Source: an optimization exercise on an open RTL-to-GDS flow (aim: small area and a short achievable clock period). Production flows keep margins and buffers that such runs may drop. The RTL was checked by simulation tests, not by an equivalence proof against the original design. Power and IR drop assume default switching activity.

File: flow/design.v
module vga_anim (
    input  wire        clk,
    input  wire        rst,           
    input  wire [15:0] script_len,    
    output wire [15:0] script_addr,   
    input  wire [47:0] script_data,   
    output wire        hsync_pin,
    output wire        vsync_pin,
    output wire [5:0]  color,
    output wire [2:0]  fault_code
);
    reg [6:0] h;
    reg [4:0] ly;
    reg [1:0] sl;
    reg       hsn;         
    reg       vsn;         
    reg       tick;        
    reg [5:0] col;         
    wire h_end     = (h == 7'd83);
    wire line_end  = (h == 7'd68);
    wire visible   = !ly[4];
    wire do_sample = visible && !h[6] && (h[1:0] == 2'd0);
    wire last_line = (ly == 5'd17) && (sl == 2'd2);
    wire [5:0] grid_rdata;
    always @(posedge clk) begin
        if (rst) begin
            h    <= 7'd69;
            ly   <= 5'd0;
            sl   <= 2'd0;
            hsn  <= 1'b1;
            vsn  <= 1'b1;
            tick <= 1'b0;
            col  <= 6'd0;
        end else begin
            h <= h_end ? 7'd0 : h + 7'd1;
            if (line_end) begin
                if (sl == 2'd2) begin
                    sl <= 2'd0;
                    ly <= (ly == 5'd17) ? 5'd0 : ly + 5'd1;
                end else begin
                    sl <= sl + 2'd1;
                end
            end
            if (h == 7'd72) hsn <= 1'b0;
            if (h == 7'd80) hsn <= 1'b1;
            if (h == 7'd0) begin
                if (ly == 5'd16 && sl == 2'd2) vsn <= 1'b0;    
                if (ly == 5'd17 && sl == 2'd1) vsn <= 1'b1;    
            end
            tick <= (h == 7'd67) && last_line;
            if (do_sample)
                col <= grid_rdata;
            else if (h == 7'd64)
                col <= 6'd0;
        end
    end
    assign hsync_pin = rst | hsn;
    assign vsync_pin = rst | vsn;
    assign color     = rst ? 6'd0 : col;
    localparam F_NONE         = 3'd0;
    localparam F_RECT_X_ORDER = 3'd1;
    localparam F_RECT_Y_ORDER = 3'd2;
    localparam F_RECT_X_RANGE = 3'd3;
    localparam F_RECT_Y_RANGE = 3'd4;
    localparam F_TICK_OVERRUN = 3'd5;
    reg        paint;      
    reg        fault;      
    reg [15:0] idx;        
    reg [15:0] sa;         
    reg [7:0]  wr;
    reg [1:0]  off;        
    reg [3:0]  px, py, rx1, rx2, ry2;
    reg [5:0]  rcol;
    reg [2:0]  fcode;
    wire [16:0] sa_inc = {1'b0, sa} + 17'd1;
    wire [15:0] sa_nxt = (sa_inc >= {1'b0, script_len}) ? 16'd0 : sa_inc[15:0];
    wire        n_end  = (sa == 16'd0);
    assign script_addr = rst ? 16'd0 : sa;
    wire [7:0] s_x1   = script_data[7:0];
    wire [7:0] s_y1   = script_data[15:8];
    wire [7:0] s_x2   = script_data[23:16];
    wire [7:0] s_y2   = script_data[31:24];
    wire [5:0] s_col  = script_data[37:32];
    wire [7:0] s_wait = script_data[47:40];
    wire [2:0] x2_hi = {1'b0, s_x2[3:2]} + {1'b0, off};
    wire       x_out = (s_x2[7:4] != 4'd0) || x2_hi[2];
    wire [2:0] ld_fault = (s_x1 > s_x2)           ? F_RECT_X_ORDER :
                          (s_y1 > s_y2)           ? F_RECT_Y_ORDER :
                          x_out                   ? F_RECT_X_RANGE :
                          (s_y2[7:4] != 4'd0)     ? F_RECT_Y_RANGE : F_NONE;
    wire       ld_ok = (ld_fault == F_NONE);
    wire [3:0] ld_x1 = {s_x1[3:2] + off, s_x1[1:0]};
    wire [3:0] ld_x2 = {s_x2[3:2] + off, s_x2[1:0]};
    wire row_last  = (px == rx2);
    wire rect_last = row_last && (py == ry2);
    wire chain     = !n_end && (s_wait == 8'd0);
    wire idle      = !paint && !fault;
    wire draw      = idle && tick && (wr == 8'd0);
    wire cont      = paint && !tick && rect_last && chain;
    wire do_load   = draw || cont;
    always @(posedge clk) begin
        if (rst) begin
            paint <= 1'b0;
            fault <= 1'b0;
            idx   <= 16'd0;
            sa    <= 16'd0;
            wr    <= s_wait;           
            off   <= 2'd0;
            fcode <= F_NONE;
        end else begin
            if (idle && tick && wr != 8'd0)
                wr <= wr - 8'd1;
            if (do_load) begin
                if (ld_ok) begin
                    paint <= 1'b1;
                    sa    <= sa_nxt;
                end else begin
                    paint <= 1'b0;
                    fault <= 1'b1;
                    fcode <= ld_fault;
                end
            end
            if (paint) begin
                if (tick) begin
                    paint <= 1'b0;
                    fault <= 1'b1;
                    fcode <= F_TICK_OVERRUN;
                    sa    <= idx;
                end else if (rect_last) begin
                    idx <= sa;
                    if (!chain) begin
                        wr    <= s_wait;
                        off   <= off + 2'd1;
                        paint <= 1'b0;
                    end
                end
            end
        end
    end
    always @(posedge clk) begin
        if (do_load) begin
            rx1  <= ld_x1;
            rx2  <= ld_x2;
            ry2  <= s_y2[3:0];
            rcol <= s_col;
            px   <= ld_x1;
            py   <= s_y1[3:0];
        end else if (paint && !tick) begin
            if (!row_last) begin
                px <= px + 4'd1;
            end else begin
                px <= rx1;
                py <= py + 4'd1;
            end
        end
    end
    assign fault_code = fcode;
    wire        we = paint && !tick;
    wire [15:0] rsel, csel;
    wire [5:0]  wdata = rst ? 6'd0 : rcol;
    genvar i, j;
    generate
        for (i = 0; i < 16; i = i + 1) begin : g_sel
            assign rsel[i] = rst || (we && py == i);
            assign csel[i] = rst || (px == i);
        end
    endgenerate
    wire [6*256-1:0] grid_flat;
    generate
        for (i = 0; i < 16; i = i + 1) begin : g_row
            for (j = 0; j < 16; j = j + 1) begin : g_cell
                reg [5:0] q;
                always @(posedge clk)
                    if (rsel[i] && csel[j])
                        q <= wdata;
                assign grid_flat[6*(16*i+j) +: 6] = q;
            end
        end
    endgenerate
    wire [15:0] rd_row, rd_col;
    wire [6*16-1:0] colv;
    generate
        for (i = 0; i < 16; i = i + 1) begin : g_rsel
            assign rd_row[i] = (ly[3:0] == i);
            assign rd_col[i] = (h[5:2] == i);
        end
        for (j = 0; j < 16; j = j + 1) begin : g_col
            reg [5:0] acc;
            integer r;
            always @* begin
                acc = 6'd0;
                for (r = 0; r < 16; r = r + 1)
                    acc = acc | ({6{rd_row[r]}} & grid_flat[6*(16*r+j) +: 6]);
            end
            assign colv[6*j +: 6] = acc & {6{rd_col[j]}};
        end
    endgenerate
    reg [5:0] rd_acc;
    integer c;
    always @* begin
        rd_acc = 6'd0;
        for (c = 0; c < 16; c = c + 1)
            rd_acc = rd_acc | colv[6*c +: 6];
    end
    assign grid_rdata = rd_acc;
endmodule
File: flow/run.sh
#!/bin/bash
# synth_recipe.tcl (not shown) runs the flow's synth.tcl, then flattens the netlist and writes it again
# the make line also repeats each setting of config.mk as NAME=value (left out here)
make -C /OpenROAD-flow-scripts/flow DESIGN_CONFIG=/design/flow/config.mk WORK_HOME=/design/flow/orfs CLKGATE_MAP_FILE= SYNTH_SCRIPT=/design/flow/synth_recipe.tcl finish
File: flow/config.mk
export PLATFORM = sky130hd
export DESIGN_NAME = vga_anim
export DESIGN_NICKNAME = vga_anim
export VERILOG_FILES = /design/flow/design.v
export SDC_FILE = /design/flow/constraint.sdc
export NUM_CORES = 4
export LEC_CHECK = 0
export CAP_MARGIN = 20
export CORE_MARGIN = 2
export CORE_UTILIZATION = 40
export SLEW_MARGIN = 20
File: flow/constraint.sdc
create_clock -name core_clock -period 10.0 [get_ports {clk}]
set_input_delay 2.0000 -clock core_clock [delete_from_list [all_inputs] [get_ports {clk}]]
set_output_delay 2.0000 -clock core_clock [all_outputs]
set_load 0.01 [all_outputs]
==> flow_summary.json, run 1 <==
{
  "status": "no timing/DRC/antenna violations",
  "worstSkewPairLatency_ns": 0.81,
  "max_freq_ghz": 0.166,
  "skew_ns": 0.0376,
  "tritoncts": "built",
  "grt_pass1_wl_microns": 297000,
  "async_flop_share_pct": 0,
  "place_congestion": 0.903,
  "clockBufferDepth": 3,
  "wl_per_cell_microns": 33.3,
  "combPwrFrac_pct": 3.7,
  "ys_seq_area_share_pct": 75.7,
  "grt_max_degree": 238,
  "drcViolationCount": 0,
  "place_ws_ns": 3.98,
  "final_cell_area_sq_mm": 0.0726,
  "fillerInstances": 13500,
  "worstMarginPinSlew_ns": 1.19,
  "synthesis.area_sq_mm": 0.0638,
  "drive_gt1_share_pct": 10.3,
  "dieArea_sq_mm": 0.163,
  "antenna_found_initial": 8,
  "clock-sinks": 1632,
  "coreArea_sq_mm": 0.158,
  "max_cap_viol_count": 0,
  "grt_pass1_vias": 38400,
  "pwr-share-clk_pct": 41.2,
  "critical_path.max_fanout": 51,
  "internal_power_w": 0.0111,
  "setup_tns_ns": 0,
  "cts_setup_buffers": 0,
  "required_ns": 8.00,
  "nNetsFinal": 4315,
  "synth_top_area_share_pct": 73.5,
  "power_density_mw_per_mm2": 195,
  "synth_cell_types": 78,
  "ir_worst_vdd_v": 0.000138,
  "path_buf_inv": 3,
  "die_w_microns": 403,
  "synth.avg_cell_area_sq_um": 15.6,
  "rows": 146,
  "multi_input_comb_area_sq_mm": 0.0146,
  "synth_edf_count": 1562,
  "slowest_stage": "buf_4",
  "drt_first_iter_violations": 6654,
  "area_growth_pct": 13.7,
  "yosysWarnings": 1,
  "dpl.hpwl_microns": 126000,
  "cp_common_cell": "buf_4",
  "syn-instance-count": 4102,
  "synth-seq-cells": 1632,
  "vias_per_cell": 6.29,
  "path_clk_slew_ns": 0.06,
  "ctsResizeCount": 0,
  "place_area_sq_mm": 0.0676,
  "firstDrtPassIters": 7,
  "synthesis.nets": 4220,
  "pwr-share-seq_pct": 55.2,
  "start_util_pct": 40.3,
  "p_sw_w": 0.00309,
  "diodes": 0,
  "worstPathCellList": "buf_4 > buf_4 > nor2b_1 > clkdlybuf4s50_1",
  "crit_family": "buffers and inverters",
  "hp-start": "fault$_SDFF_PP0_",
  "vias": 40200,
  "die_y_microns": 403,
  "drt-total-wl_microns": 213000,
  "total_power_w": 0.0141,
  "numCtsBuffers": 166,
  "rsz0062_at_grt": "no",
  "timing.hold.ws_ns": 0.484,
  "synth_top_flop_cell": "edfxtp_1",
  "antenna_left": 0,
  "finalCritPeriodShare_pct": 60.4,
  "cellLeakagePower_nw": 23.7,
  "setup_viol": 0,
  "cp-startpoint": "rst",
  "ys_top_cells_by_area": "edfxtp_1 (73%), a22oi_1 (3.4%), dfxtp_1 (2.2%)",
  "end_kind": "output port",
  "min_period_ns": 6.04,
  "slew_violations": 0,
  "r2r_start": "ly[3]$_SDFFE_PP0P_",
  "register_area_sq_mm": 0.0483,
  "yosysTopAreaCell": "edfxtp_1",
  "setup_ws_ns": 3.96,
  "crit_type": "input pin to output port",
  "cts-hold-fix-buffers": 0,
  "io_pins": 93,
  "switching_share_pct": 21.8,
  "grt_usage_pct": 25.8,
  "grt_overflow": 0,
  "htree_num_levels": 4,
  "max-slew-margin-rel_pct": 20.8,
  "max_stage_delay_ns": 0.85,
  "worstPathArrival_ns": 4.04,
  "cp-start-kind": "input pin",
  "min_path_type": "flip-flop to flip-flop",
  "cts_root_buffer": "clkbuf_16",
  "hold_viol": 0,
  "portBuffers": 90
}
## layout make-up
type	count	area share (%)
clock buffer	207	5.98
multi-input combinational	2130	20.1
sequential	1632	66.6
tap	2072	3.57
inverter	56	0.290
clock inverter	88	0.883
timing repair buffer	211	2.55
## path summary, 6_finish.rpt
check        depth (start not counted)                  end  slack, ns
max                                  4       script_addr[7]       3.96
min                                  1     fault$_SDFF_PP0_       0.48
max reg2reg                         11  col[0]$_SDFFE_PP0P_       4.67
min reg2reg                          1     fault$_SDFF_PP0_       0.48
## power groups by stage
| stage | sequential [W] | clock (W) | combinational, W |
|---|---|---|---|
| global route | 0.00782 | 0.00611 | 0.000537 |
| finish | 0.00781 | 0.00582 | 0.000516 |
| detailed placement | 0.00795 | 0 | 0.000505 |
| CTS | 0.00781 | 0.00585 | 0.000506 |
| global placement | 0.00794 | 0 | 0.000498 |
| floorplan | 0.00794 | 0 | 0.000252 |
## worst register-to-register path, delay by kind of cell, from the launching register on
kind,cells,cell delay [ns]
AO/OA/AOI/OAI,5,2.08
buffers and inverters,3,1.55
AND/OR/NAND/NOR,3,0.79
flip-flops,1,0.72
## synth_stat cells (29+ instances only)
cell type	count
a21oi_1	126
a221oi_1	102
a222oi_1	69
a22o_1	109
a22oi_1	293
a31oi_1	45
buf_1	47
buf_2	37
clkbuf_1	191
dfxtp_1	70
edfxtp_1	1562
ha_1	51
inv_1	56
mux2_2	29
mux2i_1	93
nand2_1	183
nand3_1	63
nand4_1	51
nor2_1	373
nor2b_1	55
o21ai_0	139
## per-layer routing
layer | share of wire (%) | GRT usage, % | up-vias | routed length, microns
met3 | 12 | 6.50 | 460 | 26300
li1 | - | - | 16600 | -
met2 | 45 | 39.6 | 2721 | 95800
met4 | 4.3 | 10.4 | 8 | 9250
met5 | 0.032 | 0 | - | 69
met1 | 38 | 35.3 | 20400 | 81900
## logic make-up after synthesis
kind of cell / synth area share, %
adder cells (fa/ha/maj): 1.03
buffers and inverters: 2.14
flip-flops: 75.7
multiplexers: 2.15
AND/OR/NAND/NOR: 6.35
XOR/XNOR: 0.547
AO/OA/AOI/OAI: 12.1
## per-stage QoR
stage	util [%]	std cells
floorplan	-	4102
finish	45.8	6396
global placement	42.7	6100
CTS	45.8	6395
global route	45.8	6396
detailed placement	42.7	6100
## flip-flops by register name (all words and copies together), names as in the netlist
name,count
g_row.g_cell.q,1536
idx,16
sa,16
wr,8
h,7
col,6
rcol,6
ly,5
px,4
py,4
rx1,4
rx2,4
ry2,4
fcode,3
off,2
sl,2
fault,1
hsn,1
paint,1
tick,1
vsn,1
## cells in the final DEF (no fill, tap or decap), types with 12 or more instances in the layout
cell	n
a211oi_1	13
a21o_1	12
a21oi_1	125
a221oi_1	102
a222oi_1	69
a22o_1	109
a22oi_1	293
a31oi_1	33
a31oi_4	12
a32oi_1	13
and2_1	13
and3_1	13
buf_4	118
clkbuf_1	39
clkbuf_16	167
clkdlybuf4s50_1	89
clkinv_1	41
clkinv_2	21
dfxtp_1	68
edfxtp_1	1562
ha_1	47
inv_1	54
mux2_2	29
mux2i_1	93
nand2_1	183
nand2b_1	17
nand3_1	63
nand4_1	51
nor2_1	372
nor2b_1	41
nor3_1	19
o2111ai_1	19
o21ai_0	139
o2bb2ai_1	28
xnor2_1	17
xor2_1	21
==> run 2, diff against run 1 <==
--- a/flow/config.mk
+++ b/flow/config.mk
@@ -10,2 +10,3 @@
 export CORE_UTILIZATION = 40
+export SETUP_SLACK_MARGIN = 5
 export SLEW_MARGIN = 20
==> flow_summary.json, run 2 <==
{
  "status": "no timing/DRC/antenna violations",
  "async_flop_share_pct": 0,
  "grt_pass1_vias": 38500,
  "largest_reg_flops": 1536,
  "synth_commonest_cells": "edfxtp_1 (1,562), nor2_1 (373), a22oi_1 (293)",
  "yosysWarnings": 1,
  "final_util_pct": 46.1,
  "largest_registers": "g_row.g_cell.q: 1536 flops, idx: 16 flops, sa: 16 flops",
  "min_path_type": "flip-flop to flip-flop",
  "grt_pass1_wl_microns": 299000,
  "grt_overflow": 0,
  "max_freq_ghz": 0.198,
  "synthesis.area_sq_mm": 0.0638,
  "synth_top_area_share_pct": 73.5,
  "drcViolationCount": 0,
  "finalCritPeriodShare_pct": 50.5,
  "final_cell_mix": "edfxtp_1 (1,562), nor2_1 (372), a22oi_1 (293)",
  "dieArea_sq_mm": 0.163,
  "clockBufferDepth": 3,
  "ir_worst_vdd_v": 0.000156,
  "synth.avg_cell_area_sq_um": 15.6,
  "area_growth_pct": 14.4,
  "die_w_microns": 403,
  "setup_ws_ns": 4.95,
  "path_clk_slew_ns": 0.06,
  "max_cap_viol_count": 0,
  "power_density_mw_per_mm2": 196,
  "cp-start-kind": "flip-flop",
  "antenna_left": 0,
  "vias_per_cell": 6.32,
  "required_ns": 10.65,
  "setup_viol": 0,
  "reg2reg_depth": 12,
  "coreArea_sq_mm": 0.158,
  "synth.most_common_cell": "edfxtp_1",
  "synthesis.nets": 4220,
  "syn-instance-count": 4102,
  "io_pins": 93,
  "min_period_ns": 5.05,
  "slew_violations": 0,
  "max_stage_delay_ns": 0.69,
  "worstPathArrival_ns": 5.70,
  "synth_top_flop_cell": "edfxtp_1",
  "rsz0062_at_grt": "yes",
  "yosysTopAreaCell": "edfxtp_1",
  "skew_ns": 0.0240,
  "drt_first_iter_violations": 6701,
  "max-slew-margin-rel_pct": 19.6,
  "ys_seq_area_share_pct": 75.7,
  "r2r_end": "col[5]$_SDFFE_PP0P_",
  "vias": 40500,
  "cellLeakagePower_nw": 23.9,
  "synth_cell_types": 78,
  "numCtsBuffers": 164,
  "rrSetupSlack_ns": 4.95,
  "grt_max_degree": 185,
  "crit_type": "flip-flop to flip-flop",
  "min_to": "fault$_SDFF_PP0_",
  "top_register": "g_row.g_cell.q",
  "place_ws_ns": 4.24,
  "hp-start": "fault$_SDFF_PP0_",
  "rows": 146,
  "synth-seq-cells": 1632,
  "worstSkewPairLatency_ns": 0.82,
  "synth_edf_count": 1562,
  "worstPathCellList": "inv_1 > ha_4 > buf_4 > and3_4 > buf_4 > a22o_1 > a221oi_1 > nand4_1 > a221oi_1 > o21ai_0 > nor4_2 > o32ai_1",
  "portBuffers": 90,
  "clock-sinks": 1632,
  "worstHoldPathCells": 1,
  "ys_top_cells_by_area": "edfxtp_1 (73%), a22oi_1 (3.4%), dfxtp_1 (2.2%)",
  "antenna_found_initial": 6,
  "nNetsFinal": 4313,
  "end_kind": "flip-flop",
  "die_y_microns": 403,
  "wl_per_cell_microns": 33.4,
  "fillerInstances": 13600,
  "slowest_stage": "nor4_2",
  "cts_root_buffer": "clkbuf_16",
  "dpl.hpwl_microns": 124000,
  "start_util_pct": 40.3,
  "tritoncts": "built",
  "worstMarginPinSlew_ns": 1.19,
  "setup_tns_ns": 0,
  "grt_usage_pct": 25.9,
  "htree_num_levels": 4,
  "timing.hold.ws_ns": 0.484,
  "firstDrtPassIters": 7,
  "r2r_start": "ly[0]$_SDFFE_PP0P_",
  "critical_path.max_fanout": 37,
  "place_congestion": 0.926,
  "hold_viol": 0,
  "cts-hold-fix-buffers": 0,
  "drt-total-wl_microns": 214000,
  "final_common_cell": "edfxtp_1",
  "drive_gt1_share_pct": 10.7
}
## run 2: worst max-delay path by stage
stage	startpoint	end	slack, ns	cells after the start
3_3_place_gp	rst	hsync_pin	4.25	4
6_report	ly[0]$_SDFFE_PP0P_	col[5]$_SDFFE_PP0P_	4.95	12
2_1_floorplan	rst	g_row[0].g_cell[0].q[0]$_DFFE_PP_	4.88	4
4_1_cts	rst	hsync_pin	4.82	4
3_5_place_dp	rst	hsync_pin	4.24	4
5_1_grt	ly[0]$_SDFFE_PP0P_	col[5]$_SDFFE_PP0P_	4.94	11
## run 2: kinds of logic (layout without fill, tap and decap cells)
| kind of cell | count (synthesis) | after routing | synth area share, % |
|---|---|---|---|
| fa+ha+maj | 52 | 52 | 1.03 |
| other cells | 0 | 5 | 0 |
| buf+inv | 340 | 573 | 2.14 |
| xor+xnor | 39 | 39 | 0.547 |
| flops | 1632 | 1632 | 75.7 |
| simple gates | 867 | 867 | 6.35 |
| compound gates | 1045 | 1045 | 12.1 |
| mux | 127 | 127 | 2.15 |
## run 2: cell type report
type	count	area [sq um]	share of cell area [%]
Clock buffer	210	4410	6.05
Timing Repair inverter	1	5.00	0.00686
Tap cell	2072	2590	3.55
Multi-Input combinational cell	2130	14700	20.1
Timing Repair Buffer	210	1990	2.73
Antenna cell	5	12.5	0.0171
Clock inverter	96	747	1.02
Sequential cell	1632	48300	66.2
Inverter	56	214	0.293
## run 2: timing repair
action,CTS,global route
resized for setup,23,8
pin swaps,0,0
cloned,3,0
setup endpoints to repair,13,5
setup buffers,1,0
## run 2: report_power, final
| part | switching, W | leakage (nW) | internal (W) |
|---|---|---|---|
| registers | 0.0000678 | 15.6 | 0.00774 |
| clock network | 0.00263 | 2.54 | 0.00336 |
| logic | 0.000419 | 5.78 | 0.000119 |
## run 2: per-stage QoR
stage	std cells	power (W)	area [sq um]
6_report	6412	0.0143	73000
2_1_floorplan	4102	0.00818	63900
4_1_cts	6407	0.0143	72900
5_1_grt	6407	0.0146	73000
3_5_place_dp	6097	0.00846	67600
3_3_place_gp	6097	0.00845	67600
## run 2: worst max-delay path, delay by kind of cell, from the launching register on
family	cells	cell delay (ns)
compound gates	5	1.61
fa+ha+maj	1	0.36
buf+inv	3	1.01
simple gates	3	1.39
flops	1	0.46
## run 2: metal layers
| layer | track usage [%] | up-vias | wire, microns |
|---|---|---|---|
| met5 | 0 | - | 11 |
| met3 | 6.39 | 454 | 25900 |
| met4 | 10.5 | 2 | 9180 |
| met2 | 39.6 | 2756 | 96400 |
| li1 | - | 16600 | - |
| met1 | 35.5 | 20700 | 82600 |
==> run 3, diff against run 2 <==
==> flow/flow/run.sh (new file) <==
#!/bin/bash
# Standard ORFS layout, with timing repair aiming below the clock period:
# repair_timing works on every path whose slack is under SETUP_SLACK_MARGIN.
set -euo pipefail
bash standard.sh SETUP_SLACK_MARGIN=5.5 finish > standard.log 2>&1
==> flow/standard.sh (new file) <==
#!/bin/bash
# synth_recipe.tcl (not shown) runs the flow's synth.tcl, then flattens the netlist and writes it again
# the make line also repeats each setting of config.mk as NAME=value (left out here)
make -C /OpenROAD-flow-scripts/flow DESIGN_CONFIG=/design/flow/config.mk WORK_HOME=/design/flow/orfs CLKGATE_MAP_FILE= SYNTH_SCRIPT=/design/flow/synth_recipe.tcl "${@:-finish}"
--- a/flow/config.mk
+++ b/flow/config.mk
@@ -10,3 +10,2 @@
 export CORE_UTILIZATION = 40
-export SETUP_SLACK_MARGIN = 5
 export SLEW_MARGIN = 20
removed: flow/run.sh
==> flow_summary.json, run 3 <==
{
  "min_period_ns": 4.67,
  "switching_share_pct": 21.8,
  "pwr-share-seq_pct": 54.4,
  "hold_viol": 0,
  "coreArea_sq_mm": 0.158,
  "die_w_microns": 403,
  "grt_pass1_vias": 38900,
  "grt_overflow": 0,
  "synth_cell_types": 78,
  "p_sw_w": 0.00313,
  "skew_ns": 0.0230,
  "critical_path.max_fanout": 7,
  "numCtsBuffers": 164,
  "crit_type": "input pin to output port",
  "cellLeakagePower_nw": 24.1,
  "io_pins": 93,
  "vias_per_cell": 6.37,
  "nNetsFinal": 4330,
  "ys_top_cells_by_area": "edfxtp_1 (73%), a22oi_1 (3.4%), dfxtp_1 (2.2%)",
  "portBuffers": 90,
  "drt_first_iter_violations": 6950,
  "required_ns": 8.00,
  "htree_num_levels": 4,
  "synth.avg_cell_area_sq_um": 15.6,
  "largest_registers": "g_row.g_cell.q: 1536 flops, idx: 16 flops, sa: 16 flops",
  "max_cap_viol_count": 0,
  "place_congestion": 0.926,
  "wl_per_cell_microns": 33.8,
  "yosysTopAreaCell": "edfxtp_1",
  "cp-start-kind": "input pin",
  "antenna_left": 0,
  "pwr-share-clk_pct": 41.8,
  "dpl.hpwl_microns": 124000,
  "async_flop_share_pct": 0,
  "internal_power_w": 0.0112,
  "end_kind": "output port",
  "tritoncts": "built",
  "worstPathArrival_ns": 2.67,
  "rows": 146,
  "setup_ws_ns": 5.33,
  "cp_common_cell": "buf_16",
  "cts_root_buffer": "clkbuf_16",
  "path_clk_slew_ns": 0.06,
  "clockBufferDepth": 3,
  "status": "no timing/DRC/antenna violations",
  "drcViolationCount": 0,
  "final_cell_mix": "edfxtp_1 (1,562), nor2_1 (368), a22oi_1 (293)",
  "dieArea_sq_mm": 0.163,
  "power_density_mw_per_mm2": 195,
  "firstDrtPassIters": 7,
  "total_power_w": 0.0144,
  "worstPathCellList": "buf_16 > buf_16 > or2_4 > buf_6",
  "syn-instance-count": 4102,
  "clock-sinks": 1632,
  "top_register": "g_row.g_cell.q",
  "synth_commonest_cells": "edfxtp_1 (1,562), nor2_1 (373), a22oi_1 (293)",
  "area_growth_pct": 15.0,
  "synth-seq-cells": 1632,
  "final_util_pct": 46.4,
  "start_util_pct": 40.3,
  "combPwrFrac_pct": 3.8,
  "slew_violations": 0,
  "synthesis.area_sq_mm": 0.0638,
  "finalCritPeriodShare_pct": 46.7,
  "synthesis.nets": 4220,
  "synth_top_flop_cell": "edfxtp_1",
  "final_common_cell": "edfxtp_1",
  "grt_pass1_wl_microns": 302000,
  "worstMarginPinSlew_ns": 1.19,
  "setup_tns_ns": 0,
  "max-slew-margin-rel_pct": 19.8,
  "min_path_type": "flip-flop to flip-flop",
  "synth_top_area_share_pct": 73.5,
  "crit_family": "buffers and inverters",
  "yosysWarnings": 1,
  "slowest_stage": "or2_4",
  "worstSkewPairLatency_ns": 0.82,
  "synth.most_common_cell": "edfxtp_1",
  "vias": 41000,
  "antenna_found_initial": 11,
  "max_stage_delay_ns": 0.27,
  "drive_gt1_share_pct": 12.2,
  "largest_reg_flops": 1536,
  "rrSetupSlack_ns": 5.45,
  "die_y_microns": 403,
  "grt_usage_pct": 26.2,
  "path_buf_inv": 3,
  "grt_max_degree": 185,
  "synth_edf_count": 1562,
  "ys_seq_area_share_pct": 75.7,
  "place_ws_ns": 4.24,
  "rsz0062_at_grt": "yes",
  "drt-total-wl_microns": 218000,
  "setup_viol": 0,
  "ir_worst_vdd_v": 0.000150,
  "max_freq_ghz": 0.214
}
==> run 3: cell counts after synthesis <==
Identical to the previous run, type by type.
==> run 3: final timing paths <==
path                                          from                   to  depth (start not counted)
worst max-delay path                           rst            hsync_pin                          4
worst min-delay path              fault$_SDFF_PP0_     fault$_SDFF_PP0_                          1
worst min register to register    fault$_SDFF_PP0_     fault$_SDFF_PP0_                          1
worst max register to register  ly[1]$_SDFFE_PP0P_  col[1]$_SDFFE_PP0P_                         11
==> run 3: kinds of logic after synthesis <==
kind of cell | count (synthesis) | synth area share (%)
xor gates and xnor gates | 39 | 0.547
buffers and inverters | 340 | 2.14
AOI/OAI and AO/OA | 1045 | 12.1
adders and majority gates | 52 | 1.03
muxes | 127 | 2.15
DFF | 1632 | 75.7
and+or+nand+nor | 867 | 6.35
==> run 3: routing by layer <==
metal	wire length, microns	track usage, %
met5	21	0
met4	10200	11.5
met3	27700	6.54
met2	97300	39.8
met1	82300	35.9
==> run 3: worst register-to-register path, cell delays in order, from the launching register on <==
cell      delay, ns
dfxtp_1        0.48
inv_1          0.17
ha_4           0.33
buf_12         0.31
and2_1         0.44
buf_4          0.32
nand3_1        0.17
o311ai_0       0.28
o21ai_0        0.79
nand4_1        0.43
nor4_4         0.51
o32ai_1        0.16
==> run 3: power groups by stage <==
stage / clock network [W] / logic (W) / registers (W)
after global routing: 0.00626 / 0.000570 / 0.00783
after global placement: 0 / 0.000507 / 0.00794
final: 0.00599 / 0.000550 / 0.00781
after floorplan: 0 / 0.000256 / 0.00793
after detailed placement: 0 / 0.000513 / 0.00795
after CTS: 0.00600 / 0.000532 / 0.00781
==> run 3: repair_timing <==
action	in CTS	in global routing
hold buffers	0	0
pin swaps	3	6
gates resized for setup	157	33
endpoints found under the setup margin	39	42
setup buffers	7	6
cloned	7	1
==> run 3: metrics by stage <==
step,instance area [sq um],cells,hold WS (ns)
global placement,67600,6097,0.465
global route,73400,6424,0.514
finish,73400,6430,0.487
detailed placement,67600,6097,0.473
CTS,73200,6417,0.483
floorplan,63900,4102,0.454
==> run 3: area by class of cell <==
type,instances,area (sq um)
clock inverter,96,747
inverter,56,214
fill,13600,85000
tap,2072,2590
timing repair inverter,1,5.00
clock buffer,210,4410
timing repair buffer,225,2230
multi-input combinational,2132,14900
sequential,1632,48300
antenna,6,15.0
==> run 4, diff against run 3 <==
==> flow/flow/run.sh (replaced) <==
#!/bin/bash
# Standard ORFS layout (the standard.sh, unchanged synthesis) with:
#  - timing repair aiming below the clock period (repair_timing works on every
#    path whose slack is under SETUP_SLACK_MARGIN),
#  - plain buf_1 port buffers (repair resizes them where timing needs it),
#  - larger clock-tree sink clusters (fewer leaf clock buffers).
set -euo pipefail
bash standard.sh \
  SETUP_SLACK_MARGIN=5.5 \
  "BUFFER_PORTS_ARGS=-buffer_cell sky130_fd_sc_hd__buf_1" \
  CTS_CLUSTER_SIZE=25 CTS_CLUSTER_DIAMETER=90 \
  finish > standard.log 2>&1
--- a/flow/config.mk
+++ b/flow/config.mk
@@ -9,3 +9,3 @@
 export CORE_MARGIN = 2
-export CORE_UTILIZATION = 40
+export CORE_UTILIZATION = 45
 export SLEW_MARGIN = 20
==> flow_summary.json, run 4 <==
{
  "power_density_mw_per_mm2": 172,
  "skew_ns": 0.0342,
  "path_buf_inv": 3,
  "end_kind": "output port",
  "rsz0062_at_grt": "yes",
  "total_power_w": 0.0119,
  "r2r_start": "ly[2]$_SDFFE_PP0P_",
  "die_y_microns": 381,
  "cts_root_buffer": "clkbuf_16",
  "rrSetupSlack_ns": 5.36,
  "largest_reg_flops": 1536,
  "synth.avg_cell_area_sq_um": 15.6,
  "grt_overflow": 0,
  "largest_registers": "g_row.g_cell.q: 1536 flops, idx: 16 flops, sa: 16 flops",
  "start_util_pct": 45.2,
  "hold_viol": 0,
  "crit_path_end": "vsync_pin",
  "grt_max_degree": 202,
  "yosysTopAreaCell": "edfxtp_1",
  "required_ns": 8.00,
  "dpl.hpwl_microns": 127000,
  "io_pins": 93,
  "max_stage_delay_ns": 0.23,
  "grt_util_met3_pct": 7.09,
  "status": "no timing/DRC/antenna violations",
  "finalCritPeriodShare_pct": 46.6,
  "r2r_end": "col[3]$_SDFFE_PP0P_",
  "use_met2_pct": 44.0,
  "firstDrtPassIters": 6,
  "grtUsageMet1_pct": 40.4,
  "synth_cell_types": 78,
  "antenna_left": 0,
  "synthesis.area_sq_mm": 0.0638,
  "ys_top_cells_by_area": "edfxtp_1 (73%), a22oi_1 (3.4%), dfxtp_1 (2.2%)",
  "nNetsFinal": 4245,
  "min_path_type": "flip-flop to flip-flop",
  "drt_first_iter_violations": 7157,
  "numCtsBuffers": 76,
  "path_clk_slew_ns": 0.10,
  "synth_top_flop_cell": "edfxtp_1",
  "htree_num_levels": 3,
  "worstMarginPinSlew_ns": 1.16,
  "rows": 138,
  "worstPathArrival_ns": 2.66,
  "async_flop_share_pct": 0,
  "clockBufferDepth": 3,
  "final_cell_mix": "edfxtp_1 (1,562), nor2_1 (371), a22oi_1 (293)",
  "synth-seq-cells": 1632,
  "gr-max-usage-layer": "met2",
  "cp-startpoint": "rst",
  "setup_viol": 0,
  "crit_type": "input pin to output port",
  "drt-total-wl_microns": 215000,
  "register_area_sq_mm": 0.0483,
  "grt_pass1_vias": 38000,
  "synth.most_common_cell": "edfxtp_1",
  "wl_per_cell_microns": 35.6,
  "final_common_cell": "edfxtp_1",
  "setup_tns_ns": 0,
  "dieArea_sq_mm": 0.145,
  "synth_top_area_share_pct": 73.5,
  "critical_path.max_fanout": 6,
  "reg2reg_depth": 11,
  "worstSkewPairLatency_ns": 0.74,
  "fin_cells": 6050,
  "multi_input_comb_area_sq_mm": 0.0149,
  "worstPathCellList": "clkbuf_16 > buf_16 > or2_4 > buf_6",
  "min_period_ns": 4.66,
  "cp-start-kind": "input pin",
  "yosysWarnings": 1,
  "cp.depth": 4,
  "portBuffers": 90,
  "drive_gt1_share_pct": 9.24,
  "slowest_stage": "or2_4",
  "synth_edf_count": 1562,
  "crit_family": "buffers and inverters",
  "max_freq_ghz": 0.215,
  "antenna_found_initial": 6,
  "grt_pass1_wl_microns": 298000,
  "drcViolationCount": 0,
  "cellLeakagePower_nw": 22.4,
  "slew_violations": 0,
  "max-slew-margin-rel_pct": 22.8,
  "fillerInstances": 12100,
  "vias": 40400,
  "area_growth_pct": 9.08,
  "ir_worst_vdd_v": 0.000129,
  "clock-sinks": 1632,
  "max_cap_viol_count": 0,
  "coreArea_sq_mm": 0.141,
  "place_congestion": 0.911,
  "top_register": "g_row.g_cell.q",
  "tritoncts": "built",
  "grt_usage_pct": 29.1,
  "die_w_microns": 381,
  "vias_per_cell": 6.67,
  "synthesis.nets": 4220,
  "ys_seq_area_share_pct": 75.7,
  "syn-instance-count": 4102,
  "place_inst": 5919,
  "synth_commonest_cells": "edfxtp_1 (1,562), nor2_1 (373), a22oi_1 (293)"
}
-- run 4: cell counts after synthesis --
No cell type changed its count.
-- run 4: area by class of cell --
type | instances | area share [%]
timing repair inverter | 1 | 0.00719
clock buffer | 103 | 2.97
clock inverter | 6 | 0.124
inverter | 56 | 0.307
sequential | 1632 | 69.4
antenna | 2 | 0.00719
multi-input combinational | 2132 | 21.3
tap | 1890 | 3.40
timing repair buffer | 228 | 2.45
-- run 4: routing by layer --
metal	vias to the layer above	part of all wire, %
met4	6	4.8
met1	20600	38
met3	452	13
met5	-	0.016
met2	2938	44
li1	16400	-
-- run 4: worst min path at each step --
stage | cells past startpoint | end | start | slack (ns)
5_1_grt | 1 | fault$_SDFF_PP0_ | fault$_SDFF_PP0_ | 0.52
4_1_cts | 1 | fault$_SDFF_PP0_ | fault$_SDFF_PP0_ | 0.50
6_report | 1 | fault$_SDFF_PP0_ | fault$_SDFF_PP0_ | 0.49
2_1_floorplan | 1 | fault$_SDFF_PP0_ | fault$_SDFF_PP0_ | 0.45
3_5_place_dp | 1 | fault$_SDFF_PP0_ | fault$_SDFF_PP0_ | 0.47
3_3_place_gp | 1 | fault$_SDFF_PP0_ | fault$_SDFF_PP0_ | 0.46
-- run 4: per-stage QoR --
stage	hold WS [ns]	instance area, sq um	setup WS [ns]	utilization, %
2_1_floorplan	0.454	63900	4.88	-
3_3_place_gp	0.464	66800	4.05	47.3
3_5_place_dp	0.473	66800	4.04	47.3
4_1_cts	0.497	69400	5.35	49.1
5_1_grt	0.517	69600	5.34	49.3
6_report	0.491	69600	5.34	49.3
-- run 4: kinds of logic after synthesis --
| family | Yosys count | share of synthesized area (%) |
|---|---|---|
| flops | 1632 | 75.7 |
| xor+xnor | 39 | 0.547 |
| fa+ha+maj | 52 | 1.03 |
| buf+inv | 340 | 2.14 |
| compound gates | 1045 | 12.1 |
| mux | 127 | 2.15 |
| simple gates | 867 | 6.35 |
-- run 4: what timing repair did --
| item | 4_1_cts | 5_1_grt |
|---|---|---|
| pin swaps | 5 | 5 |
| gates cloned | 8 | 0 |
| gates resized for setup | 62 | 40 |
| endpoints found under the setup margin | 30 | 29 |
| hold buffers | 0 | 0 |
| setup buffers | 8 | 3 |
-- run 4: report_power, final --
part | total [W] | switching [W] | internal [W]
Clock | 0.00362 | 0.00213 | 0.00150
Combinational | 0.000528 | 0.000422 | 0.000106
Sequential | 0.00780 | 0.0000681 | 0.00773
Total | 0.0119 | 0.00262 | 0.00933
-- run 4: worst register-to-register path: stages, from the launching register on --
cell	delay, ns
dfxtp_4	0.49
buf_6	0.28
inv_2	0.27
buf_4	0.56
buf_6	0.47
o2bb2ai_1	0.24
a221o_1	0.41
o21a_1	0.32
a2111oi_2	0.45
nand4_1	0.20
or4_1	0.64
a22o_1	0.21
==> run 5, diff against run 4 <==
--- a/flow/design.v
+++ b/flow/design.v
@@ -180,3 +180,3 @@
     wire [15:0] rd_row, rd_col;
-    wire [6*16-1:0] colv;
+    wire [6*16-1:0] rowv;
     generate
@@ -186,3 +186,3 @@
         end
-        for (j = 0; j < 16; j = j + 1) begin : g_col
+        for (j = 0; j < 16; j = j + 1) begin : g_rowv
             reg [5:0] acc;
@@ -192,5 +192,5 @@
                 for (r = 0; r < 16; r = r + 1)
-                    acc = acc | ({6{rd_row[r]}} & grid_flat[6*(16*r+j) +: 6]);
-            end
-            assign colv[6*j +: 6] = acc & {6{rd_col[j]}};
+                    acc = acc | ({6{rd_col[r]}} & grid_flat[6*(16*j+r) +: 6]);
+            end
+            assign rowv[6*j +: 6] = acc & {6{rd_row[j]}};
         end
@@ -202,3 +202,3 @@
         for (c = 0; c < 16; c = c + 1)
-            rd_acc = rd_acc | colv[6*c +: 6];
+            rd_acc = rd_acc | rowv[6*c +: 6];
     end
--- a/flow/flow/run.sh
+++ b/flow/flow/run.sh
@@ -5,3 +5,4 @@
 #  - plain buf_1 port buffers (repair resizes them where timing needs it),
-#  - larger clock-tree sink clusters (fewer leaf clock buffers).
+#  - larger clock-tree sink clusters (fewer leaf clock buffers),
+#  - rst placed among the output pins it gates (flow/io.tcl).
 set -euo pipefail
@@ -11,2 +12,3 @@
   CTS_CLUSTER_SIZE=25 CTS_CLUSTER_DIAMETER=90 \
+  IO_CONSTRAINTS=$PWD/flow/io.tcl \
   finish > standard.log 2>&1
==> flow/flow/io.tcl (new file) <==
# Keep rst next to the outputs it gates, so the reset-to-output paths
# (input delay + output delay + a gate) stay short.
set_io_pin_constraint -group -order -region bottom:* -pin_names {
  script_addr[15] script_addr[14] script_addr[13] script_addr[12]
  script_addr[11] script_addr[10] script_addr[9] script_addr[8]
  color[5] color[4] color[3] hsync_pin rst vsync_pin color[2] color[1] color[0]
  script_addr[7] script_addr[6] script_addr[5] script_addr[4]
  script_addr[3] script_addr[2] script_addr[1] script_addr[0]
}
==> flow_summary.json, run 5 <==
{
  "max_cap_viol_count": 0,
  "cp-start-kind": "input pin",
  "path_buf_inv": 3,
  "synth.most_common_cell": "edfxtp_1",
  "drt-total-wl_microns": 230000,
  "slowest_stage": "or2_4",
  "cts-hold-fix-buffers": 0,
  "tritoncts": "built",
  "skew_ns": 0.0288,
  "async_flop_share_pct": 0,
  "drt_first_iter_violations": 6943,
  "end_kind": "output port",
  "synth-seq-cells": 1632,
  "coreArea_sq_mm": 0.141,
  "routed-wl-met2_microns": 101000,
  "htree_num_levels": 3,
  "worstPathCellList": "clkbuf_16 > buf_16 > or2_4 > buf_6",
  "setup_tns_ns": 0,
  "cp-startpoint": "rst",
  "final_common_cell": "edfxtp_1",
  "wl_met3_microns": 30500,
  "max_freq_ghz": 0.209,
  "firstDrtPassIters": 7,
  "grt_pass1_wl_microns": 313000,
  "fin_cells": 6016,
  "yosysWarnings": 1,
  "place_congestion": 1.00,
  "rsz0062_at_grt": "yes",
  "power_density_mw_per_mm2": 182,
  "met1_length_microns": 84700,
  "start_util_pct": 45.2,
  "synth.avg_cell_area_sq_um": 15.9,
  "worstSkewPairLatency_ns": 0.72,
  "die_w_microns": 380,
  "place_inst": 5863,
  "numCtsBuffers": 76,
  "finalCritPeriodShare_pct": 47.8,
  "drcViolationCount": 0,
  "largest_reg_flops": 1536,
  "rows": 138,
  "setup_ws_ns": 5.22,
  "grt_overflow": 0,
  "crit_type": "input pin to output port",
  "syn-instance-count": 4005,
  "ir_worst_vdd_v": 0.000132,
  "hold_viol": 0,
  "worstPathArrival_ns": 2.78,
  "synth_cell_types": 86,
  "clock-sinks": 1632,
  "required_ns": 8.00,
  "min_path_type": "flip-flop to flip-flop",
  "slew_violations": 0,
  "synthesis.nets": 4123,
  "die_y_microns": 380,
  "hp-start": "idx[2]$_SDFFE_PP0P_",
  "clockBufferDepth": 3,
  "io_pins": 93,
  "antenna_left": 0,
  "synth_edf_count": 1562,
  "synth_top_area_share_pct": 73.6,
  "final_cell_mix": "edfxtp_1 (1,562), nor2_1 (366), a22oi_1 (319)",
  "drive_gt1_share_pct": 10.7,
  "crit_family": "buffers and inverters",
  "largest_registers": "g_row.g_cell.q: 1536 flops, idx: 16 flops, sa: 16 flops",
  "synth_commonest_cells": "edfxtp_1 (1,562), nor2_1 (378), a22oi_1 (319)",
  "dieArea_sq_mm": 0.145,
  "ys_top_cells_by_area": "edfxtp_1 (74%), a22oi_1 (3.8%), nor2_1 (2.2%)",
  "grt_max_degree": 111,
  "place_ws_ns": 3.83,
  "setup_viol": 0,
  "synth_top_flop_cell": "edfxtp_1",
  "vias": 40800,
  "ys_seq_area_share_pct": 75.8,
  "path_clk_slew_ns": 0.10,
  "grt_usage_pct": 31.1,
  "yosysTopAreaCell": "edfxtp_1",
  "r2r_start": "h[2]$_SDFF_PP1_",
  "final_util_pct": 49.5,
  "top_layer": "met5",
  "vias_per_cell": 6.79,
  "min_period_ns": 4.78,
  "status": "no timing/DRC/antenna violations",
  "worstMarginPinSlew_ns": 1.30,
  "critical_path.max_fanout": 6,
  "area_growth_pct": 9.50,
  "grt_pass1_vias": 37400,
  "cts_root_buffer": "clkbuf_16",
  "max-slew-margin-rel_pct": 12.9,
  "wl_per_cell_microns": 38.3,
  "dpl.hpwl_microns": 140000,
  "max_stage_delay_ns": 0.29,
  "synthesis.area_sq_mm": 0.0637,
  "antenna_found_initial": 8,
  "cellLeakagePower_nw": 22.4,
  "portBuffers": 90,
  "top_register": "g_row.g_cell.q",
  "nNetsFinal": 4198
}
run 5: cell count changes after synthesis, moves of 30 or more:
cell	change
a21oi_1	-36
a22o_1	+30
clkbuf_1	-48
o21ai_0	-30
mux2i_1	-38
nand2_1	-70
run 5: kinds of logic after synthesis:
| kind of cell | Yosys count | synth area share, % |
|---|---|---|
| buffers and inverters | 316 | 2.23 |
| xor gates and xnor gates | 40 | 0.550 |
| DFF | 1632 | 75.8 |
| and+or+nand+nor | 787 | 5.85 |
| adders and majority gates | 52 | 1.03 |
| muxes | 114 | 1.94 |
| AOI/OAI and AO/OA | 1064 | 12.6 |
run 5: through the flow:
step / total power, W / area, sq um / hold WS (ns)
2_1_floorplan: 0.00851 / 63800 / 0.432
3_3_place_gp: 0.00906 / 66800 / 0.469
3_5_place_dp: 0.00908 / 66900 / 0.475
4_1_cts: 0.0126 / 69500 / 0.501
5_1_grt: 0.0129 / 69700 / 0.524
6_report: 0.0127 / 69800 / 0.499
run 5: worst register-to-register path, cell delays in order, from the launching register on:
cell       delay (ns)
dfxtp_4          0.45
buf_12           0.29
nand2b_1         0.73
nor2_2           0.45
buf_4            0.36
a22oi_1          0.20
o2111ai_1        0.13
o21ai_0          0.66
o2111ai_1        0.40
a2111oi_2        0.64
a31oi_1          0.15
run 5: cell type report:
type                    count  area, sq um
inverters                  52          196
clock inverters             5         77.6
well taps                1890         2360
clock buffers             107         2120
flip-flops and latches   1632        48300
multi-input cells        2058        14600
fillers                 11900        71300
repair buffers            260         2050
diodes                     12         30.0
run 5: layer usage:
layer / up-vias / global-route usage [%]
met3: 625 / 8.59
li1: 16300 / -
met1: 20700 / 42.3
met5: - / 0
met2: 3243 / 46.0
met4: 4 / 16.0
run 5: timing repair:
item | in CTS | in global routing
gates resized for setup | 62 | 21
buffers inserted | 6 | 15
setup endpoints to repair | 405 | 186
gates cloned | 6 | 0
run 5: worst paths after layout:
kind	slack [ns]	to	cells past startpoint
max	5.22	vsync_pin	4
min	0.50	idx[2]$_SDFFE_PP0P_	2
max reg2reg	5.41	col[4]$_SDFFE_PP0P_	10
min reg2reg	0.50	idx[2]$_SDFFE_PP0P_	2
run 5: power breakdown:
group / switching [W] / internal [W]
sequential: 0.0000858 / 0.00776
clock: 0.00214 / 0.00153
combinational: 0.000888 / 0.000285
==> run 6, diff against run 5 <==
--- a/flow/design.v
+++ b/flow/design.v
@@ -74,2 +74,5 @@
     reg [2:0]  fcode;
+    reg        rst_r;      
+    always @(posedge clk)
+        rst_r <= rst;
     wire [16:0] sa_inc = {1'b0, sa} + 17'd1;
@@ -104,10 +107,5 @@
             fault <= 1'b0;
-            idx   <= 16'd0;
             sa    <= 16'd0;
-            wr    <= s_wait;           
-            off   <= 2'd0;
             fcode <= F_NONE;
         end else begin
-            if (idle && tick && wr != 8'd0)
-                wr <= wr - 8'd1;
             if (do_load) begin
@@ -128,9 +126,21 @@
                     sa    <= idx;
-                end else if (rect_last) begin
-                    idx <= sa;
-                    if (!chain) begin
-                        wr    <= s_wait;
-                        off   <= off + 2'd1;
-                        paint <= 1'b0;
-                    end
+                end else if (rect_last && !chain) begin
+                    paint <= 1'b0;
+                end
+            end
+        end
+    end
+    always @(posedge clk) begin
+        if (rst_r) begin
+            idx <= 16'd0;
+            wr  <= s_wait;
+            off <= 2'd0;
+        end else begin
+            if (idle && tick && wr != 8'd0)
+                wr <= wr - 8'd1;
+            if (paint && !tick && rect_last) begin
+                idx <= sa;
+                if (!chain) begin
+                    wr  <= s_wait;
+                    off <= off + 2'd1;
                 end
@@ -159,3 +169,3 @@
     wire [15:0] rsel, csel;
-    wire [5:0]  wdata = rst ? 6'd0 : rcol;
+    wire [5:0]  wdata = rst_r ? 6'd0 : rcol;
     genvar i, j;
@@ -163,4 +173,4 @@
         for (i = 0; i < 16; i = i + 1) begin : g_sel
-            assign rsel[i] = rst || (we && py == i);
-            assign csel[i] = rst || (px == i);
+            assign rsel[i] = rst_r || (we && py == i);
+            assign csel[i] = rst_r || (px == i);
         end
@@ -179,28 +189,57 @@
     endgenerate
-    wire [15:0] rd_row, rd_col;
-    wire [6*16-1:0] rowv;
+    wire [15:0] rs, cs;
     generate
         for (i = 0; i < 16; i = i + 1) begin : g_rsel
-            assign rd_row[i] = (ly[3:0] == i);
-            assign rd_col[i] = (h[5:2] == i);
-        end
-        for (j = 0; j < 16; j = j + 1) begin : g_rowv
-            reg [5:0] acc;
-            integer r;
-            always @* begin
-                acc = 6'd0;
-                for (r = 0; r < 16; r = r + 1)
-                    acc = acc | ({6{rd_col[r]}} & grid_flat[6*(16*j+r) +: 6]);
-            end
-            assign rowv[6*j +: 6] = acc & {6{rd_row[j]}};
-        end
-    endgenerate
-    reg [5:0] rd_acc;
-    integer c;
-    always @* begin
-        rd_acc = 6'd0;
-        for (c = 0; c < 16; c = c + 1)
-            rd_acc = rd_acc | rowv[6*c +: 6];
-    end
-    assign grid_rdata = rd_acc;
-endmodule
+            assign rs[i] = (ly[3:0] == i);
+            assign cs[i] = (h[5:2] == i);
+        end
+    endgenerate
+    genvar b, p;
+    generate
+        for (b = 0; b < 6; b = b + 1) begin : g_rbit
+            wire [31:0] half;      
+            wire [10:0] cn;        
+            wire [2:0]  part;
+            for (j = 0; j < 16; j = j + 1) begin : g_col
+                wire [5:0] tn;
+                for (p = 0; p < 5; p = p + 1) begin : g_tri
+                    rd_aoi222 u_t (
+                        .a1(grid_flat[6*(16*(3*p)+j) + b]),   .a2(rs[3*p]),
+                        .b1(grid_flat[6*(16*(3*p+1)+j) + b]), .b2(rs[3*p+1]),
+                        .c1(grid_flat[6*(16*(3*p+2)+j) + b]), .c2(rs[3*p+2]),
+                        .y(tn[p]));
+                end
+                rd_nand2 u_l (.a(grid_flat[6*(16*15+j) + b]), .b(rs[15]), .y(tn[5]));
+                rd_nand3 u_h0 (.a(tn[0]), .b(tn[1]), .c(tn[2]), .y(half[2*j]));
+                rd_nand3 u_h1 (.a(tn[3]), .b(tn[4]), .c(tn[5]), .y(half[2*j+1]));
+            end
+            for (p = 0; p < 11; p = p + 1) begin : g_ctri
+                localparam integer H0 = 3*p;
+                localparam integer H1 = (3*p+1 > 31) ? 31 : 3*p+1;
+                localparam integer H2 = (3*p+2 > 31) ? 31 : 3*p+2;
+                rd_aoi222 u_c (
+                    .a1(half[H0]), .a2(cs[H0/2]),
+                    .b1(half[H1]), .b2(cs[H1/2]),
+                    .c1(half[H2]), .c2(cs[H2/2]),
+                    .y(cn[p]));
+            end
+            rd_nand4 u_p0 (.a(cn[0]), .b(cn[1]), .c(cn[2]),  .d(cn[3]), .y(part[0]));
+            rd_nand4 u_p1 (.a(cn[4]), .b(cn[5]), .c(cn[6]),  .d(cn[7]), .y(part[1]));
+            rd_nand3 u_p2 (.a(cn[8]), .b(cn[9]), .c(cn[10]), .y(part[2]));
+            assign grid_rdata[b] = |part;
+        end
+    endgenerate
+endmodule
+module rd_aoi222 (input wire a1, input wire a2, input wire b1, input wire b2,
+                  input wire c1, input wire c2, output wire y);
+    assign y = ~((a1 & a2) | (b1 & b2) | (c1 & c2));
+endmodule
+module rd_nand2 (input wire a, input wire b, output wire y);
+    assign y = ~(a & b);
+endmodule
+module rd_nand3 (input wire a, input wire b, input wire c, output wire y);
+    assign y = ~(a & b & c);
+endmodule
+module rd_nand4 (input wire a, input wire b, input wire c, input wire d, output wire y);
+    assign y = ~(a & b & c & d);
+endmodule
--- a/flow/flow/run.sh
+++ b/flow/flow/run.sh
@@ -5,4 +5,3 @@
 #  - plain buf_1 port buffers (repair resizes them where timing needs it),
-#  - larger clock-tree sink clusters (fewer leaf clock buffers),
-#  - rst placed among the output pins it gates (flow/io.tcl).
+#  - larger clock-tree sink clusters (fewer leaf clock buffers).
 set -euo pipefail
@@ -12,3 +11,2 @@
   CTS_CLUSTER_SIZE=25 CTS_CLUSTER_DIAMETER=90 \
-  IO_CONSTRAINTS=$PWD/flow/io.tcl \
   finish > standard.log 2>&1
--- a/flow/config.mk
+++ b/flow/config.mk
@@ -9,3 +9,5 @@
 export CORE_MARGIN = 2
-export CORE_UTILIZATION = 45
+export CORE_UTILIZATION = 50
 export SLEW_MARGIN = 20
+export SYNTH_HIERARCHICAL = 1
+export SYNTH_MINIMUM_KEEP_SIZE = 0
removed: flow/flow/io.tcl
==> flow_summary.json, run 6 <==
{
  "synth_cell_types": 58,
  "synth_edf_count": 1562,
  "yosysTopAreaCell": "edfxtp_1",
  "worstMarginPinSlew_ns": 1.22,
  "slowest_stage": "or2_4",
  "firstDrtPassIters": 15,
  "drt-total-wl_microns": 155000,
  "area_growth_pct": 9.30,
  "critical_path.max_fanout": 8,
  "diodes": 0,
  "yosysWarnings": 7,
  "synth.avg_cell_area_sq_um": 17.5,
  "final_util_pct": 55.0,
  "max_freq_ghz": 0.215,
  "nNetsFinal": 3743,
  "hold_viol": 0,
  "portBuffers": 90,
  "antenna_left": 0,
  "skew_ns": 0.0276,
  "worstHoldPathCells": 2,
  "ys_seq_area_share_pct": 80.0,
  "largest_reg_flops": 1536,
  "die_y_microns": 352,
  "crit_type": "input pin to output port",
  "wl_per_cell_microns": 29.4,
  "coreArea_sq_mm": 0.120,
  "drt_first_iter_violations": 6651,
  "async_flop_share_pct": 0,
  "ir_worst_vdd_v": 0.000122,
  "top_register": "g_row.g_cell.q",
  "slew_violations": 0,
  "htree_num_levels": 3,
  "finalCritPeriodShare_pct": 46.5,
  "worstSkewPairLatency_ns": 0.69,
  "cp-start-kind": "input pin",
  "rsz0062_at_grt": "yes",
  "synthesis.area_sq_mm": 0.0604,
  "clock-sinks": 1633,
  "power_density_mw_per_mm2": 177,
  "max-slew-margin-rel_pct": 18.6,
  "clockBufferDepth": 3,
  "grt_pass1_wl_microns": 227000,
  "rows": 127,
  "cts_root_buffer": "clkbuf_16",
  "path_clk_slew_ns": 0.09,
  "reg2reg_depth": 10,
  "vias": 35100,
  "setup_viol": 0,
  "cellLeakagePower_nw": 22.1,
  "cp.depth": 4,
  "numCtsBuffers": 76,
  "drive_gt1_share_pct": 7.73,
  "required_ns": 8.00,
  "dpl.hpwl_microns": 93500,
  "largest_registers": "g_row.g_cell.q: 1536 flops, idx: 16 flops, sa: 16 flops",
  "antenna_found_initial": 1,
  "grt_pass1_vias": 34400,
  "final_cell_area_sq_mm": 0.0660,
  "synth_commonest_cells": "edfxtp_1 (1,562), a222oi_1 (546), nor2_1 (360)",
  "synth_top_flop_cell": "edfxtp_1",
  "place_inst": 5142,
  "setup_tns_ns": 0,
  "max_cap_viol_count": 0,
  "grt_overflow": 0,
  "path_buf_inv": 3,
  "place_area_sq_mm": 0.0633,
  "total_power_w": 0.0117,
  "synth_top_area_share_pct": 77.6,
  "end_kind": "output port",
  "vias_per_cell": 6.65,
  "min_period_ns": 4.65,
  "io_pins": 93,
  "fin_cells": 5273,
  "dieArea_sq_mm": 0.124,
  "status": "no timing/DRC/antenna violations",
  "crit_family": "buffers and inverters",
  "start_util_pct": 50.4,
  "grt_max_degree": 239,
  "tritoncts": "built",
  "synth.most_common_cell": "edfxtp_1",
  "max_stage_delay_ns": 0.25,
  "syn-instance-count": 3443,
  "synthesis.nets": 3561,
  "worstPathCellList": "clkbuf_16 > buf_12 > or2_4 > buf_6",
  "drcViolationCount": 0,
  "final_common_cell": "edfxtp_1",
  "grt_usage_pct": 24.9,
  "min_path_type": "flip-flop to flip-flop",
  "die_w_microns": 352,
  "synth-seq-cells": 1633,
  "place_congestion": 0.865,
  "final_cell_mix": "edfxtp_1 (1,562), a222oi_1 (546), nor2_1 (351)",
  "ys_top_cells_by_area": "edfxtp_1 (78%), a222oi_1 (9.0%), dfxtp_1 (2.4%)",
  "fillerInstances": 9195,
  "worstPathArrival_ns": 2.65
}
[run 6: cell types whose count changed in the layout (fill, tap and decap cells not counted), sizes merged, moves of 26 or more]
cell / change
a222oi: +472
a22oi: -319
nand3: +140
a22o: -139
a221oi: -96
o21ai: -81
buf: -75
mux2: -56
a31oi: -51
a21oi: -37
mux2i: -28
nand2: +27
o2111ai: -26
[run 6: logic make-up after synthesis]
| family | after synthesis | synth area share, % |
|---|---|---|
| flip-flops | 1633 | 80.0 |
| AND/OR/NAND/NOR | 870 | 6.58 |
| AO/OA/AOI/OAI | 688 | 10.4 |
| buffers and inverters | 132 | 0.853 |
| adder cells (fa/ha/maj) | 52 | 1.09 |
| XOR/XNOR | 40 | 0.580 |
| multiplexers | 28 | 0.466 |
[run 6: final timing paths]
check	slack, ns	startpoint	endpoint
max	5.35	rst	hsync_pin
min	0.46	idx[6]$_SDFFE_PP0P_	sa[6]$_SDFF_PP0_
max reg2reg	5.66	ly[0]$_SDFFE_PP0P_	col[1]$_SDFFE_PP0P_
min reg2reg	0.46	idx[6]$_SDFFE_PP0P_	sa[6]$_SDFF_PP0_
[run 6: per-stage QoR]
step           hold WS, ns  worst slack, ns
2_1_floorplan        0.429             4.68
3_3_place_gp         0.455             4.82
3_5_place_dp         0.446             4.81
4_1_cts              0.464             5.35
5_1_grt              0.501             5.34
6_report             0.462             5.35
[run 6: metal layers]
layer | global-route usage [%] | wire length, microns | vias to the layer above
met5 | 0 | 0 | -
met4 | 6.43 | 3500 | 0
li1 | - | - | 15100
met1 | 35.3 | 60500 | 17900
met2 | 40.7 | 74800 | 1911
met3 | 3.85 | 16000 | 174
[run 6: what timing repair did]
item                                    CTS  global route
resized for setup                        52            17
buffers inserted                          4             6
hold buffers                              0             0
endpoints found under the setup margin   25            44
pin swaps                                 1             6
gates cloned                              4             0
[run 6: worst min-delay path: cells and delay by family (launching register included)]
family | cells | cell delay (ns)
buf+inv | 1 | 0.05
flops | 1 | 0.32
compound gates | 1 | 0.05
[run 6: layout make-up]
type / count / area, sq um / area share (%)
clock buffers: 103 / 2020 / 3.07
clock inverters: 11 / 160 / 0.243
inverters: 57 / 214 / 0.324
multi-input cells: 1678 / 11900 / 18.0
flip-flops and latches: 1633 / 48300 / 73.2
well taps: 1612 / 2020 / 3.05
repair buffers: 179 / 1380 / 2.08
[run 6: report_power, final]
part / leakage [nW] / internal, W / total [W] / switching, W
Clock: 1.06 / 0.00150 / 0.00352 / 0.00202
Combinational: 4.95 / 0.0000840 / 0.000437 / 0.000353
Sequential: 16.1 / 0.00768 / 0.00773 / 0.0000571
[run 6: modules after synthesis (local to each module, per instance)]
module | copies in the design | cells inside
rd_nand3 | 198 | 1
rd_aoi222 | 546 | 1
vga_anim | 1 | 2591
rd_nand4 | 12 | 1
rd_nand2 | 96 | 1
==> run 7, diff against run 6 <==
--- a/flow/design.v
+++ b/flow/design.v
@@ -14,4 +14,4 @@
     reg [1:0] sl;
-    reg       hsn;         
-    reg       vsn;         
+    reg       hs;          
+    reg       vs;          
     reg       tick;        
@@ -29,4 +29,4 @@
             sl   <= 2'd0;
-            hsn  <= 1'b1;
-            vsn  <= 1'b1;
+            hs   <= 1'b0;
+            vs   <= 1'b0;
             tick <= 1'b0;
@@ -43,7 +43,7 @@
             end
-            if (h == 7'd72) hsn <= 1'b0;
-            if (h == 7'd80) hsn <= 1'b1;
+            if (h == 7'd72) hs <= 1'b1;
+            if (h == 7'd80) hs <= 1'b0;
             if (h == 7'd0) begin
-                if (ly == 5'd16 && sl == 2'd2) vsn <= 1'b0;    
-                if (ly == 5'd17 && sl == 2'd1) vsn <= 1'b1;    
+                if (ly == 5'd16 && sl == 2'd2) vs <= 1'b1;     
+                if (ly == 5'd17 && sl == 2'd1) vs <= 1'b0;     
             end
@@ -56,4 +56,6 @@
     end
-    assign hsync_pin = rst | hsn;
-    assign vsync_pin = rst | vsn;
+    wire rst_n;
+    io_inv   u_rstn (.a(rst), .y(rst_n));
+    io_nand2 u_hs   (.a(rst_n), .b(hs), .y(hsync_pin));
+    io_nand2 u_vs   (.a(rst_n), .b(vs), .y(vsync_pin));
     assign color     = rst ? 6'd0 : col;
@@ -245 +247,7 @@
 endmodule
+module io_inv (input wire a, output wire y);
+    assign y = ~a;
+endmodule
+module io_nand2 (input wire a, input wire b, output wire y);
+    assign y = ~(a & b);
+endmodule
==> flow/flow/run.sh (replaced) <==
#!/bin/bash
# Standard ORFS layout (the standard.sh, unchanged synthesis) with:
#  - timing repair aiming below the clock period (repair_timing works on every
#    path whose slack is under SETUP_SLACK_MARGIN),
#  - plain buf_1 port buffers (repair resizes them where timing needs it),
#  - larger clock-tree sink clusters (fewer leaf clock buffers),
#  - a max-fanout design rule added to the floorplan's constraints, so that
#    repair_design splits the grid's very wide data nets into smaller ones
#    (the clock period, I/O delays and loads are unchanged).
set -euo pipefail
ARGS=(
  SETUP_SLACK_MARGIN=5.5
  "BUFFER_PORTS_ARGS=-buffer_cell sky130_fd_sc_hd__buf_1"
  CTS_CLUSTER_SIZE=25 CTS_CLUSTER_DIAMETER=90
)
RES=$PWD/orfs/results/$FLOW_PLATFORM/vga_anim/base
bash standard.sh "${ARGS[@]}" floorplan > standard_floorplan.log 2>&1
echo 'set_max_fanout 80 [current_design]' >> "$RES/2_floorplan.sdc"
bash standard.sh "${ARGS[@]}" finish > standard_finish.log 2>&1
--- a/flow/config.mk
+++ b/flow/config.mk
@@ -9,3 +9,3 @@
 export CORE_MARGIN = 2
-export CORE_UTILIZATION = 50
+export CORE_UTILIZATION = 45
 export SLEW_MARGIN = 20
==> flow_summary.json, run 7 <==
{
  "portBuffers": 90,
  "worstSkewPairLatency_ns": 0.71,
  "drt-total-wl_microns": 153000,
  "synth_compound_area_share_pct": 10.6,
  "status": "no timing/DRC/antenna violations",
  "synth_top_area_share_pct": 77.7,
  "rows": 134,
  "numCtsBuffers": 76,
  "ys_seq_area_share_pct": 80.0,
  "r2r_end": "col[4]$_SDFFE_PP0P_",
  "synth_top_flop_cell": "edfxtp_1",
  "antenna_found_initial": 0,
  "drive_gt1_share_pct": 7.65,
  "die_y_microns": 370,
  "largest_reg_flops": 1536,
  "required_ns": 8.00,
  "power_density_mw_per_mm2": 176,
  "crit_type": "input pin to output port",
  "worstPathArrival_ns": 2.53,
  "min_period_ns": 4.53,
  "clockBufferDepth": 3,
  "worstHoldPathCells": 2,
  "synth.avg_cell_area_sq_um": 17.6,
  "skew_ns": 0.0393,
  "end_kind": "output port",
  "slew_violations": 0,
  "setup_tns_ns": 0,
  "synth.most_common_cell": "edfxtp_1",
  "timing.hold.ws_ns": 0.484,
  "grt_max_degree": 79,
  "fillerInstances": 11000,
  "drt_first_iter_violations": 6212,
  "yosysWarnings": 7,
  "nNetsFinal": 3738,
  "die_w_microns": 370,
  "async_flop_share_pct": 0,
  "area_growth_pct": 9.42,
  "max_freq_ghz": 0.221,
  "rrSetupSlack_ns": 5.53,
  "cts-hold-fix-buffers": 0,
  "largest_registers": "g_row.g_cell.q: 1536 flops, idx: 16 flops, sa: 16 flops",
  "max_cap_viol_count": 0,
  "drcViolationCount": 0,
  "hold_viol": 0,
  "hp-start": "idx[1]$_SDFFE_PP0P_",
  "vias": 34200,
  "min_to": "sa[1]$_SDFF_PP0_",
  "synth-simple-area-share_pct": 6.38,
  "start_util_pct": 45.3,
  "synth_commonest_cells": "edfxtp_1 (1,562), a222oi_1 (546), nor2_1 (341)",
  "dpl.hpwl_microns": 92900,
  "yosysTopAreaCell": "edfxtp_1",
  "synth_edf_count": 1562,
  "synth_cell_types": 60,
  "worstMarginPinSlew_ns": 1.12,
  "htree_num_levels": 3,
  "cts_root_buffer": "clkbuf_16",
  "synth_fa_ha_area_share_pct": 1.09,
  "grt_pass1_vias": 33400,
  "final_common_cell": "edfxtp_1",
  "synth_top_family_by_area": "compound AO/OA/AOI/OAI gates",
  "tritoncts": "built",
  "coreArea_sq_mm": 0.133,
  "cellLeakagePower_nw": 22.0,
  "max-slew-margin-rel_pct": 25.3,
  "yosys.area_share.xor_xnor_pct": 0.649,
  "synthesis.area_sq_mm": 0.0604,
  "top_register": "g_row.g_cell.q",
  "cp-start-kind": "input pin",
  "synth-seq-cells": 1633,
  "finalCritPeriodShare_pct": 45.3
}
==> run 7: logic make-up after synthesis <==
family                   count (synthesis)
AO/OA/AOI/OAI                          697
flip-flops                            1633
buffers and inverters                  138
XOR/XNOR                                43
adder cells (fa/ha/maj)                 52
multiplexers                            20
AND/OR/NAND/NOR                        849
==> run 7: through the flow <==
step                      setup WS, ns  cell area, sq um  std cells
after floorplan                   4.68             60400       3432
after global placement            5.03             63600       5304
after detailed placement          5.02             63600       5305
after CTS                         5.47             65900       5404
after global routing              5.44             66100       5404
final                             5.47             66100       5404
==> run 7: worst max-delay path by stage <==
| stage | startpoint | to | slack [ns] | cells past startpoint |
|---|---|---|---|---|
| 4_1_cts | rst | script_addr[6] | 5.47 | 4 |
| 3_3_place_gp | rst | hsync_pin | 5.03 | 5 |
| 6_report | rst | script_addr[2] | 5.47 | 4 |
| 5_1_grt | rst | hsync_pin | 5.44 | 5 |
| 3_5_place_dp | rst | hsync_pin | 5.02 | 5 |
| 2_1_floorplan | rst_r$_DFF_P_ | g_row[0].g_cell[0].q[3]$_DFFE_PP_ | 4.68 | 3 |
==> run 7: final cells by class <==
cell class / count / area [sq um] / share of cell area [%]
clock buffers: 84 / 1970 / 2.99
clock inverters: 10 / 104 / 0.157
inverters: 61 / 234 / 0.354
multi-input cells: 1661 / 11900 / 18.0
flip-flops and latches: 1633 / 48300 / 73.2
well taps: 1768 / 2210 / 3.35
repair buffers: 187 / 1290 / 1.96
==> run 7: critical path, cell delays in order <==
cell,delay (ns)
clkbuf_16,0.14
buf_16,0.15
nor2b_1,0.10
buf_2,0.14
==> run 7: per-module statistics from Yosys, one instance, submodules excluded <==
module     area (sq um)  cells inside  flops+latches  copies in the design
vga_anim          53500          2577           1633                     1
rd_aoi222          10.0             1              0                   546
rd_nand4           6.26             1              0                    12
rd_nand3           5.00             1              0                   198
io_inv             3.75             1              0                     1
io_nand2           3.75             1              0                     2
rd_nand2           3.75             1              0                    96
==> run 7: power by group <==
part,total (W),switching [W],internal [W]
Clock,0.00346,0.00203,0.00143
Sequential,0.00773,0.0000562,0.00768
Combinational,0.000430,0.000349,0.0000809
==> run 7: metal layers <==
layer | part of all wire, % | wire, microns | global-route usage [%] | up-vias
li1 | - | - | - | 15100
met1 | 40 | 61800 | 31.1 | 17400
met2 | 48 | 73300 | 35.8 | 1650
met3 | 9.6 | 14800 | 3.44 | 153
met4 | 2.2 | 3440 | 5.86 | 0
met5 | 0 | 0 | 0 | -
==> run 7: timing repair <==
item	in CTS	in global routing
setup endpoints to repair	24	27
pin swaps	0	5
buffers inserted	2	0
cloned	3	0
gates resized for setup	42	34

Re-timed with assumed drivers on the ports (clkbuf_16 on the clock, buf_2 on other inputs), run 7 has 5.429 ns of setup slack against 5.469 ns with ideal ports, and 5.026 ns once port delays also move by the mid clock arrival of 0.772 ns.
